What follows belongs to an exercise in optimizing a design on an open flow for small area, a short achievable clock period and few clock cycles; a production flow would make more cautious choices. Where RTL was checked, it was by simulation tests only, not by an equivalence proof against the original.

==> flow/design.v <==
module montpow32 (
    input  wire        clk,
    input  wire        rst,       
    input  wire        start,     
    input  wire [1:0]  variant,
    input  wire [31:0] n,
    input  wire [31:0] ninv,
    input  wire [31:0] rmodn,
    input  wire [31:0] base,
    input  wire [31:0] exp,
    output wire        ready,
    output reg         done,
    output wire [31:0] result
);
    localparam integer K  = 4;
    localparam integer NC = 32 / K;
    localparam integer CW = (NC > 16) ? 5 : (NC > 8) ? 4 : (NC > 4) ? 3 : (NC > 2) ? 2 : 1;
    localparam [1:0] S_IDLE = 2'd0,
                     S_MUL  = 2'd1,    
                     S_SQ   = 2'd2,    
                     S_FIN  = 2'd3;    
    reg [1:0]    state;
    reg [CW-1:0] cnt;
    reg          pendm;     
    reg          pendc;     
    reg          fin_cp;    
    reg          ready_q;
    reg          fin_mul;   
    reg          first;     
    reg          qany;      
    reg [1:0]  var_q;
    reg [31:0] n_q;
    reg [31:0] res_q;
    reg [31:0] base_q;
    reg [31:0] k_q;
    reg [32:0] s_q;
    reg [32:0] c_q;
    reg           init;      
    reg  [K-1:0]  xd;        
    reg           q0;        
    wire [31:0]   xw   = (state == S_SQ) ? base_q : res_q;
    wire [CW-1:0] cnt1 = cnt + 1'b1;
    wire [K-1:0]  xd_cont = xw[cnt1*K +: K];    
    wire [32:0] ss [0:K];
    wire [32:0] cc [0:K];
    wire [K-1:0] qv;
    wire [K:0]   qc;    
    assign qc[0] = 1'b0;
    assign ss[0] = init ? 33'd0 : s_q;
    assign cc[0] = init ? 33'd0 : c_q;
    genvar gi;
    generate
        for (gi = 0; gi < K; gi = gi + 1) begin : g_step
            wire [33:0] s0 = {1'b0, ss[gi]};
            wire [33:0] c0 = {1'b0, cc[gi]};
            wire [33:0] a  = xd[gi] ? {2'b00, base_q} : 34'd0;
            wire [33:0] m1;
            wire [33:0] c1 = {m1[32:0], 1'b0};
            wire        q;
            wire [33:0] b  = q ? {2'b00, n_q} : 34'd0;
            wire [33:0] s1, s2, m2;
            genvar gj;
            for (gj = 0; gj < 34; gj = gj + 1) begin : g_fa
                assign {m1[gj], s1[gj]} = {1'b0, s0[gj]} + {1'b0, c0[gj]} + {1'b0, a[gj]};
                assign {m2[gj], s2[gj]} = {1'b0, s1[gj]} + {1'b0, c1[gj]} + {1'b0, b[gj]};
            end
            assign      q  = (gi == 0) ? q0 : qc[gi];
            if (gi + 1 < K) begin : g_qn
                assign qc[gi+1] = (s1[1] ^ m1[0] ^ (xd[gi+1] & base_q[0])) ^ (q & ~n_q[1]);
            end else begin : g_qk
                assign qc[gi+1] = s1[1] ^ m1[0] ^ (q & ~n_q[1]);
            end
            wire [33:0] c2 = {m2[32:0], 1'b0};
            assign qv[gi]    = q;
            assign ss[gi+1]  = s2[33:1];
            assign cc[gi+1]  = c2[33:1];
        end
    endgenerate
    function automatic [33:0] bk_add;
        input [33:0] x, y;
        input        ci;
        reg   [33:0] p, g, pp, gg;
        reg   [34:0] cy;
        integer i, d;
        begin
            p = x ^ y;
            g = x & y;
            gg = g; pp = p;
            for (d = 1; d < 34; d = d * 2)
                for (i = 2 * d - 1; i < 34; i = i + 2 * d) begin
                    gg[i] = gg[i] | (pp[i] & gg[i - d]);
                    pp[i] = pp[i] & pp[i - d];
                end
            for (d = 16; d >= 1; d = d / 2)
                for (i = 3 * d - 1; i < 34; i = i + 2 * d) begin
                    gg[i] = gg[i] | (pp[i] & gg[i - d]);
                    pp[i] = pp[i] & pp[i - d];
                end
            cy[0] = ci;
            for (i = 0; i < 34; i = i + 1)
                cy[i + 1] = gg[i] | (pp[i] & ci);
            bk_add = p ^ cy[33:0];
        end
    endfunction
    wire [33:0] tt = bk_add({1'b0, s_q}, {1'b0, c_q}, 1'b0);
    wire [32:0] t  = tt[32:0];
    wire [33:0] o  = var_q[1] ? (qany ? 34'd0 : {2'b00, n_q}) : ~{2'b00, n_q};
    wire [33:0] u  = bk_add({1'b0, t}, o, ~var_q[1]);
    wire        use_u   = var_q[1] | ~u[33];
    wire [31:0] fin_res = use_u ? u[31:0] : t[31:0];
    assign ready  = ready_q;
    assign result = res_q;
    always @(posedge clk) begin
        s_q  <= ss[K];
        c_q  <= cc[K];
        qany <= (init ? 1'b0 : qany) | (|qv);
        init <= 1'b0;
        xd   <= xd_cont;
        q0   <= qc[K] ^ (xd_cont[0] & base_q[0]);
        if (rst) begin
            state   <= S_IDLE;
            ready_q <= 1'b1;
            done    <= 1'b0;
            pendm   <= 1'b0;
            pendc   <= 1'b0;
            cnt     <= {CW{1'b0}};
        end else begin
            done <= 1'b0;
            case (state)
                S_IDLE: begin
                    var_q  <= variant;
                    n_q    <= n;
                    base_q <= base;
                    res_q  <= rmodn;
                    k_q    <= exp;
                    first  <= 1'b1;
                    pendm  <= 1'b0;
                    pendc  <= 1'b0;
                    cnt    <= {CW{1'b0}};
                    init   <= 1'b1;
                    xd     <= (exp[0] & variant[1]) ? rmodn[K-1:0] : base[K-1:0];
                    q0     <= ((exp[0] & variant[1]) ? rmodn[0] : base[0]) & base[0];
                    if (start) begin
                        if (exp == 32'd0) begin
                            done <= 1'b1;
                        end else begin
                            ready_q <= 1'b0;
                            if (exp[0] & variant[1]) begin
                                state <= S_MUL;
                            end else begin
                                if (exp[0]) begin
                                    first <= 1'b0;
                                    pendc <= 1'b1;
                                end
                                if (exp[31:1] != 31'd0) begin
                                    state <= S_SQ;
                                end else begin
                                    state   <= S_FIN;
                                    fin_mul <= 1'b1;
                                    fin_cp  <= 1'b1;
                                end
                            end
                        end
                    end
                end
                S_MUL: begin
                    cnt <= cnt + 1'b1;
                    if (cnt == NC - 1) begin
                        cnt   <= {CW{1'b0}};
                        first <= 1'b0;
                        if (k_q[31:1] != 31'd0) begin
                            state <= S_SQ;
                            pendm <= 1'b1;
                            init  <= 1'b1;
                            xd    <= base_q[K-1:0];
                            q0    <= base_q[0];
                        end else begin
                            state   <= S_FIN;
                            fin_mul <= 1'b1;
                            fin_cp  <= 1'b0;
                        end
                    end
                end
                S_SQ: begin
                    if (pendm | pendc)
                        res_q <= pendc ? base_q : fin_res;
                    pendm <= 1'b0;
                    pendc <= 1'b0;
                    cnt <= cnt + 1'b1;
                    if (cnt == NC - 1) begin
                        cnt     <= {CW{1'b0}};
                        state   <= S_FIN;
                        fin_mul <= 1'b0;
                    end
                end
                S_FIN: begin
                    if (fin_mul) begin
                        res_q   <= fin_cp ? base_q : fin_res;
                        done    <= 1'b1;
                        ready_q <= 1'b1;
                        state   <= S_IDLE;
                    end else begin
                        base_q <= fin_res;
                        k_q    <= {1'b0, k_q[31:1]};
                        if (k_q[1] & ~(first & ~var_q[1])) begin
                            state <= S_MUL;
                            init  <= 1'b1;
                            xd    <= res_q[K-1:0];
                            q0    <= res_q[0] & fin_res[0];
                        end else begin
                            if (k_q[1]) begin
                                res_q <= fin_res;
                                first <= 1'b0;
                            end
                            if (k_q[31:2] != 30'd0) begin
                                state <= S_SQ;
                                init  <= 1'b1;
                                xd    <= fin_res[K-1:0];
                                q0    <= fin_res[0];
                            end else begin
                                done    <= 1'b1;
                                ready_q <= 1'b1;
                                state   <= S_IDLE;
                            end
                        end
                    end
                end
            endcase
        end
    end
endmodule
==> flow/config.mk <==
export PLATFORM = sky130hd
export DESIGN_NAME = montpow32
export DESIGN_NICKNAME = montpow32
export VERILOG_FILES = /design/flow/design.v
export SDC_FILE = /design/flow/constraint.sdc
export NUM_CORES = 4
export LEC_CHECK = 0
export CAP_MARGIN = 20
export CORE_MARGIN = 2
export CORE_UTILIZATION = 60
export PLACE_DENSITY = 0.7
export SLEW_MARGIN = 20
==> flow/constraint.sdc <==
create_clock -name core_clock -period 15.0 [get_ports {clk}]
set_input_delay 3.0000 -clock core_clock [delete_from_list [all_inputs] [get_ports {clk}]]
set_output_delay 3.0000 -clock core_clock [all_outputs]
set_load 0.01 [all_outputs]
standard.sh (not shown) runs the stock make flow with config.mk's settings and CLKGATE_MAP_FILE= SYNTH_SCRIPT=/design/flow/synth_recipe.tcl, a recipe that flattens the netlist after the stock synthesis.
==> flow/flow/run.sh <==
#!/bin/bash
# Standard ORFS layout, with repair_timing aiming for extra setup slack.
set -euo pipefail
MARGIN=$(cat flow/margin.txt)
bash standard.sh SETUP_SLACK_MARGIN=$MARGIN finish > make_finish.log 2>&1
==> flow/flow/margin.txt <==
10
The starting point finished with timing, DRC and antenna clean.
Then changed:
--- a/flow/design.v
+++ b/flow/design.v
@@ -102,8 +102,7 @@
             bk_add = p ^ cy[33:0];
         end
     endfunction
-    wire [33:0] tt = bk_add({1'b0, s_q}, {1'b0, c_q}, 1'b0);
-    wire [32:0] t  = tt[32:0];
+    wire [32:0] t  = s_q + c_q;
     wire [33:0] o  = var_q[1] ? (qany ? 34'd0 : {2'b00, n_q}) : ~{2'b00, n_q};
     wire [33:0] u  = bk_add({1'b0, t}, o, ~var_q[1]);
     wire        use_u   = var_q[1] | ~u[33];
What happened: Setup slack improved by 0.29 ns; wire length is higher by 5.3%; synthesized cell count is higher by 6.9%; maximum frequency is higher by 5.5%; cell area is higher by 2.1%; area after synthesis is higher by 2.3%; die area is higher by 2.2%; worst hold slack improved by 0.019 ns; cell count is higher by 3.9%; clock-buffer cell count is lower by 3.
No run of this note included a check of the RTL's function; only the layout flow was run.

* * *

Another version of the RTL of montpow32 (not shown whole).
Size in the first run: about 200 I/O pins, about 22,000 µm² of cells after synthesis.
==> module montpow32, before the edit <==
module montpow32 (
    input  wire        clk,
    input  wire        rst,       
    input  wire        start,     
    input  wire [1:0]  variant,
    input  wire [31:0] n,
    input  wire [31:0] ninv,
    input  wire [31:0] rmodn,
    input  wire [31:0] base,
    input  wire [31:0] exp,
    output wire        ready,
    output reg         done,
    output wire [31:0] result
);
    localparam integer K  = 4;
    localparam integer NC = 32 / K;
    localparam integer CW = (NC > 16) ? 5 : (NC > 8) ? 4 : (NC > 4) ? 3 : (NC > 2) ? 2 : 1;
    localparam [1:0] S_IDLE = 2'd0,
                     S_MUL  = 2'd1,    
                     S_SQ   = 2'd2,    
                     S_FIN  = 2'd3;    
    reg [1:0]    state;
    reg [CW-1:0] cnt;
    reg          pendm;     
    reg          pendc;     
    reg          fin_cp;    
    reg          ready_q;
    reg          fin_mul;   
    reg          first;     
    reg          qany;      
    reg [1:0]  var_q;
    reg [31:0] n_q;
    reg [31:0] res_q;
    reg [31:0] base_q;
    reg [31:0] k_q;
    reg [32:0] s_q;
    reg [32:0] c_q;
    reg           init;      
    reg  [K-1:0]  xd;        
    wire [31:0]   xw   = (state == S_SQ) ? base_q : res_q;
    wire [CW-1:0] cnt1 = cnt + 1'b1;
    wire [K-1:0]  xd_cont = xw[cnt1*K +: K];    
    wire [32:0] ss [0:K];
    wire [32:0] cc [0:K];
    wire [K-1:0] qv;
    wire [K-1:0] qc;    
    assign qc[0] = 1'b0;
    assign ss[0] = init ? 33'd0 : s_q;
    assign cc[0] = init ? 33'd0 : c_q;
    genvar gi;
    generate
        for (gi = 0; gi < K; gi = gi + 1) begin : g_step
            wire [33:0] s0 = {1'b0, ss[gi]};
            wire [33:0] c0 = {1'b0, cc[gi]};
            wire [33:0] a  = xd[gi] ? {2'b00, base_q} : 34'd0;
            wire [33:0] s1 = s0 ^ c0 ^ a;
            wire [33:0] m1 = (s0 & c0) | (s0 & a) | (c0 & a);
            wire [33:0] c1 = {m1[32:0], 1'b0};
            wire        q  = (gi == 0) ? s1[0] : qc[gi];
            if (gi + 1 < K) begin : g_qn
                assign qc[gi+1] = (s1[1] ^ m1[0] ^ (xd[gi+1] & base_q[0])) ^ (q & ~n_q[1]);
            end
            wire [33:0] b  = q ? {2'b00, n_q} : 34'd0;
            wire [33:0] s2 = s1 ^ c1 ^ b;
            wire [33:0] m2 = (s1 & c1) | (s1 & b) | (c1 & b);
            wire [33:0] c2 = {m2[32:0], 1'b0};
            assign qv[gi]    = q;
            assign ss[gi+1]  = s2[33:1];
            assign cc[gi+1]  = c2[33:1];
        end
    endgenerate
    wire [33:0] t  = {1'b0, s_q} + {1'b0, c_q};
    wire        e  = t[33];
    wire [33:0] o  = var_q[1] ? (qany ? 34'd0 : {2'b00, n_q}) : ~{2'b00, n_q};
    wire [33:0] us = {1'b0, s_q} ^ {1'b0, c_q} ^ o;
    wire [33:0] um = ({1'b0, s_q} & {1'b0, c_q}) | ({1'b0, s_q} & o) | ({1'b0, c_q} & o);
    wire [33:0] uc = {um[32:0], ~var_q[1]};
    wire [33:0] u  = us + uc;
    wire        use_u   = var_q[1] | ~(u[33] ^ e);
    wire [31:0] fin_res = use_u ? u[31:0] : t[31:0];
    assign ready  = ready_q;
    assign result = res_q;
    always @(posedge clk) begin
        s_q  <= ss[K];
        c_q  <= cc[K];
        qany <= (init ? 1'b0 : qany) | (|qv);
        init <= 1'b0;
        xd   <= xd_cont;
        if (rst) begin
            state   <= S_IDLE;
            ready_q <= 1'b1;
            done    <= 1'b0;
            pendm   <= 1'b0;
            pendc   <= 1'b0;
            cnt     <= {CW{1'b0}};
        end else begin
            done <= 1'b0;
            case (state)
                S_IDLE: begin
                    var_q  <= variant;
                    n_q    <= n;
                    base_q <= base;
                    res_q  <= rmodn;
                    k_q    <= exp;
                    first  <= 1'b1;
                    pendm  <= 1'b0;
                    pendc  <= 1'b0;
                    cnt    <= {CW{1'b0}};
                    init   <= 1'b1;
                    xd     <= (exp[0] & variant[1]) ? rmodn[K-1:0] : base[K-1:0];
                    if (start) begin
                        if (exp == 32'd0) begin
                            done <= 1'b1;
                        end else begin
                            ready_q <= 1'b0;
                            if (exp[0] & variant[1]) begin
                                state <= S_MUL;
                            end else begin
                                if (exp[0]) begin
                                    first <= 1'b0;
                                    pendc <= 1'b1;
                                end
                                if (exp[31:1] != 31'd0) begin
                                    state <= S_SQ;
                                end else begin
                                    state   <= S_FIN;
                                    fin_mul <= 1'b1;
                                    fin_cp  <= 1'b1;
                                end
                            end
                        end
                    end
                end
                S_MUL: begin
                    cnt <= cnt + 1'b1;
                    if (cnt == NC - 1) begin
                        cnt   <= {CW{1'b0}};
                        first <= 1'b0;
                        if (k_q[31:1] != 31'd0) begin
                            state <= S_SQ;
                            pendm <= 1'b1;
                            init  <= 1'b1;
                            xd    <= base_q[K-1:0];
                        end else begin
                            state   <= S_FIN;
                            fin_mul <= 1'b1;
                            fin_cp  <= 1'b0;
                        end
                    end
                end
                S_SQ: begin
                    if (pendm | pendc)
                        res_q <= pendc ? base_q : fin_res;
                    pendm <= 1'b0;
                    pendc <= 1'b0;
                    cnt <= cnt + 1'b1;
                    if (cnt == NC - 1) begin
                        cnt     <= {CW{1'b0}};
                        state   <= S_FIN;
                        fin_mul <= 1'b0;
                    end
                end
                S_FIN: begin
                    if (fin_mul) begin
                        res_q   <= fin_cp ? base_q : fin_res;
                        done    <= 1'b1;
                        ready_q <= 1'b1;
                        state   <= S_IDLE;
                    end else begin
                        base_q <= fin_res;
                        k_q    <= {1'b0, k_q[31:1]};
                        if (k_q[1] & ~(first & ~var_q[1])) begin
                            state <= S_MUL;
                            init  <= 1'b1;
                            xd    <= res_q[K-1:0];
                        end else begin
                            if (k_q[1]) begin
                                res_q <= fin_res;
                                first <= 1'b0;
                            end
                            if (k_q[31:2] != 30'd0) begin
                                state <= S_SQ;
                                init  <= 1'b1;
                                xd    <= fin_res[K-1:0];
                            end else begin
                                done    <= 1'b1;
                                ready_q <= 1'b1;
                                state   <= S_IDLE;
                            end
                        end
                    end
                end
            endcase
        end
    end
endmodule
clock: 15.0 ns
lec_check: 0
cap_margin: 20
core_margin: 2
core_utilization: 60
place_density: 0.7
slew_margin: 20
Scripts as last shown in full above: flow/flow/run.sh, flow/flow/margin.txt
The first run finished with timing, DRC and antenna clean.
Testbench counts at the start, summed over its fixed seeds: cycles 316,342.
Then changed:
--- a/flow/design.v
+++ b/flow/design.v
@@ -35,59 +35,63 @@
     reg [31:0] k_q;
     reg [32:0] s_q;
     reg [32:0] c_q;
     reg           init;      
     reg  [K-1:0]  xd;        
+    reg           q0;        
     wire [31:0]   xw   = (state == S_SQ) ? base_q : res_q;
     wire [CW-1:0] cnt1 = cnt + 1'b1;
     wire [K-1:0]  xd_cont = xw[cnt1*K +: K];    
     wire [32:0] ss [0:K];
     wire [32:0] cc [0:K];
     wire [K-1:0] qv;
-    wire [K-1:0] qc;    
+    wire [K:0]   qc;    
     assign qc[0] = 1'b0;
     assign ss[0] = init ? 33'd0 : s_q;
     assign cc[0] = init ? 33'd0 : c_q;
     genvar gi;
     generate
         for (gi = 0; gi < K; gi = gi + 1) begin : g_step
             wire [33:0] s0 = {1'b0, ss[gi]};
             wire [33:0] c0 = {1'b0, cc[gi]};
             wire [33:0] a  = xd[gi] ? {2'b00, base_q} : 34'd0;
-            wire [33:0] s1 = s0 ^ c0 ^ a;
-            wire [33:0] m1 = (s0 & c0) | (s0 & a) | (c0 & a);
+            wire [33:0] m1;
             wire [33:0] c1 = {m1[32:0], 1'b0};
-            wire        q  = (gi == 0) ? s1[0] : qc[gi];
+            wire        q;
+            wire [33:0] b  = q ? {2'b00, n_q} : 34'd0;
+            wire [33:0] s1, s2, m2;
+            genvar gj;
+            for (gj = 0; gj < 34; gj = gj + 1) begin : g_fa
+                assign {m1[gj], s1[gj]} = {1'b0, s0[gj]} + {1'b0, c0[gj]} + {1'b0, a[gj]};
+                assign {m2[gj], s2[gj]} = {1'b0, s1[gj]} + {1'b0, c1[gj]} + {1'b0, b[gj]};
+            end
+            assign      q  = (gi == 0) ? q0 : qc[gi];
             if (gi + 1 < K) begin : g_qn
                 assign qc[gi+1] = (s1[1] ^ m1[0] ^ (xd[gi+1] & base_q[0])) ^ (q & ~n_q[1]);
+            end else begin : g_qk
+                assign qc[gi+1] = s1[1] ^ m1[0] ^ (q & ~n_q[1]);
             end
-            wire [33:0] b  = q ? {2'b00, n_q} : 34'd0;
-            wire [33:0] s2 = s1 ^ c1 ^ b;
-            wire [33:0] m2 = (s1 & c1) | (s1 & b) | (c1 & b);
             wire [33:0] c2 = {m2[32:0], 1'b0};
             assign qv[gi]    = q;
             assign ss[gi+1]  = s2[33:1];
             assign cc[gi+1]  = c2[33:1];
         end
     endgenerate
-    wire [33:0] t  = {1'b0, s_q} + {1'b0, c_q};
-    wire        e  = t[33];
+    wire [32:0] t  = s_q + c_q;
     wire [33:0] o  = var_q[1] ? (qany ? 34'd0 : {2'b00, n_q}) : ~{2'b00, n_q};
-    wire [33:0] us = {1'b0, s_q} ^ {1'b0, c_q} ^ o;
-    wire [33:0] um = ({1'b0, s_q} & {1'b0, c_q}) | ({1'b0, s_q} & o) | ({1'b0, c_q} & o);
-    wire [33:0] uc = {um[32:0], ~var_q[1]};
-    wire [33:0] u  = us + uc;
-    wire        use_u   = var_q[1] | ~(u[33] ^ e);
+    wire [33:0] u  = {1'b0, t} + o + {33'd0, ~var_q[1]};
+    wire        use_u   = var_q[1] | ~u[33];
     wire [31:0] fin_res = use_u ? u[31:0] : t[31:0];
     assign ready  = ready_q;
     assign result = res_q;
     always @(posedge clk) begin
         s_q  <= ss[K];
         c_q  <= cc[K];
         qany <= (init ? 1'b0 : qany) | (|qv);
         init <= 1'b0;
         xd   <= xd_cont;
+        q0   <= qc[K] ^ (xd_cont[0] & base_q[0]);
         if (rst) begin
             state   <= S_IDLE;
             ready_q <= 1'b1;
             done    <= 1'b0;
             pendm   <= 1'b0;
@@ -106,10 +110,11 @@
                     pendm  <= 1'b0;
                     pendc  <= 1'b0;
                     cnt    <= {CW{1'b0}};
                     init   <= 1'b1;
                     xd     <= (exp[0] & variant[1]) ? rmodn[K-1:0] : base[K-1:0];
+                    q0     <= ((exp[0] & variant[1]) ? rmodn[0] : base[0]) & base[0];
                     if (start) begin
                         if (exp == 32'd0) begin
                             done <= 1'b1;
                         end else begin
                             ready_q <= 1'b0;
@@ -139,10 +144,11 @@
                         if (k_q[31:1] != 31'd0) begin
                             state <= S_SQ;
                             pendm <= 1'b1;
                             init  <= 1'b1;
                             xd    <= base_q[K-1:0];
+                            q0    <= base_q[0];
                         end else begin
                             state   <= S_FIN;
                             fin_mul <= 1'b1;
                             fin_cp  <= 1'b0;
                         end
@@ -171,19 +177,21 @@
                         k_q    <= {1'b0, k_q[31:1]};
                         if (k_q[1] & ~(first & ~var_q[1])) begin
                             state <= S_MUL;
                             init  <= 1'b1;
                             xd    <= res_q[K-1:0];
+                            q0    <= res_q[0] & fin_res[0];
                         end else begin
                             if (k_q[1]) begin
                                 res_q <= fin_res;
                                 first <= 1'b0;
                             end
                             if (k_q[31:2] != 30'd0) begin
                                 state <= S_SQ;
                                 init  <= 1'b1;
                                 xd    <= fin_res[K-1:0];
+                                q0    <= fin_res[0];
                             end else begin
                                 done    <= 1'b1;
                                 ready_q <= 1'b1;
                                 state   <= S_IDLE;
                             end
Result:
- die area fell by 6.2%
- setup slack improves by 0.30 ns
- fmax rose by 5.9%
- critical path depth rose by 4
- final cell count fell by 9.1%
- hold slack improves by 0.029 ns
- final area fell by 1.8%
Testbench counts after the change, summed over its fixed seeds: cycles 316,342.

separate check: timing with driven ports:
Ports are ideal in the flow. The routed layouts listed here were re-timed in OpenROAD. Step 1: set_driving_cell puts a clkbuf_16 on clk and a buf_2 on each other input, an assumption about the parent block. Step 2 times the ports against the registers' clock, not the clock port: input delays grow and output delays shrink by t, the midpoint of the rising clock arrivals with the driver on. Slacks: no drivers / after step 1 / after step 2; pairs: no drivers / after step 1.
| run | t (ns) | setup WS [ns] | worst setup path after step 2 |
|---|---|---|---|
| the first run of note 1 | 0.611 | 9.432 / 9.432 / 9.432 | register to register |
| the second run of note 1 | 0.604 | 9.722 / 9.722 / 9.538 | input to register |
| the first run of note 2 | 0.616 | 9.600 / 9.600 / 9.496 | input to register |
| the second run of note 2 | 0.617 | 9.899 / 9.899 / 9.584 | input to register |
After both steps every run listed still meets setup and hold. The setup slack of the second run of note 2, which loses most, moves by 0.000 ns with the drivers and by -0.315 ns with both steps.
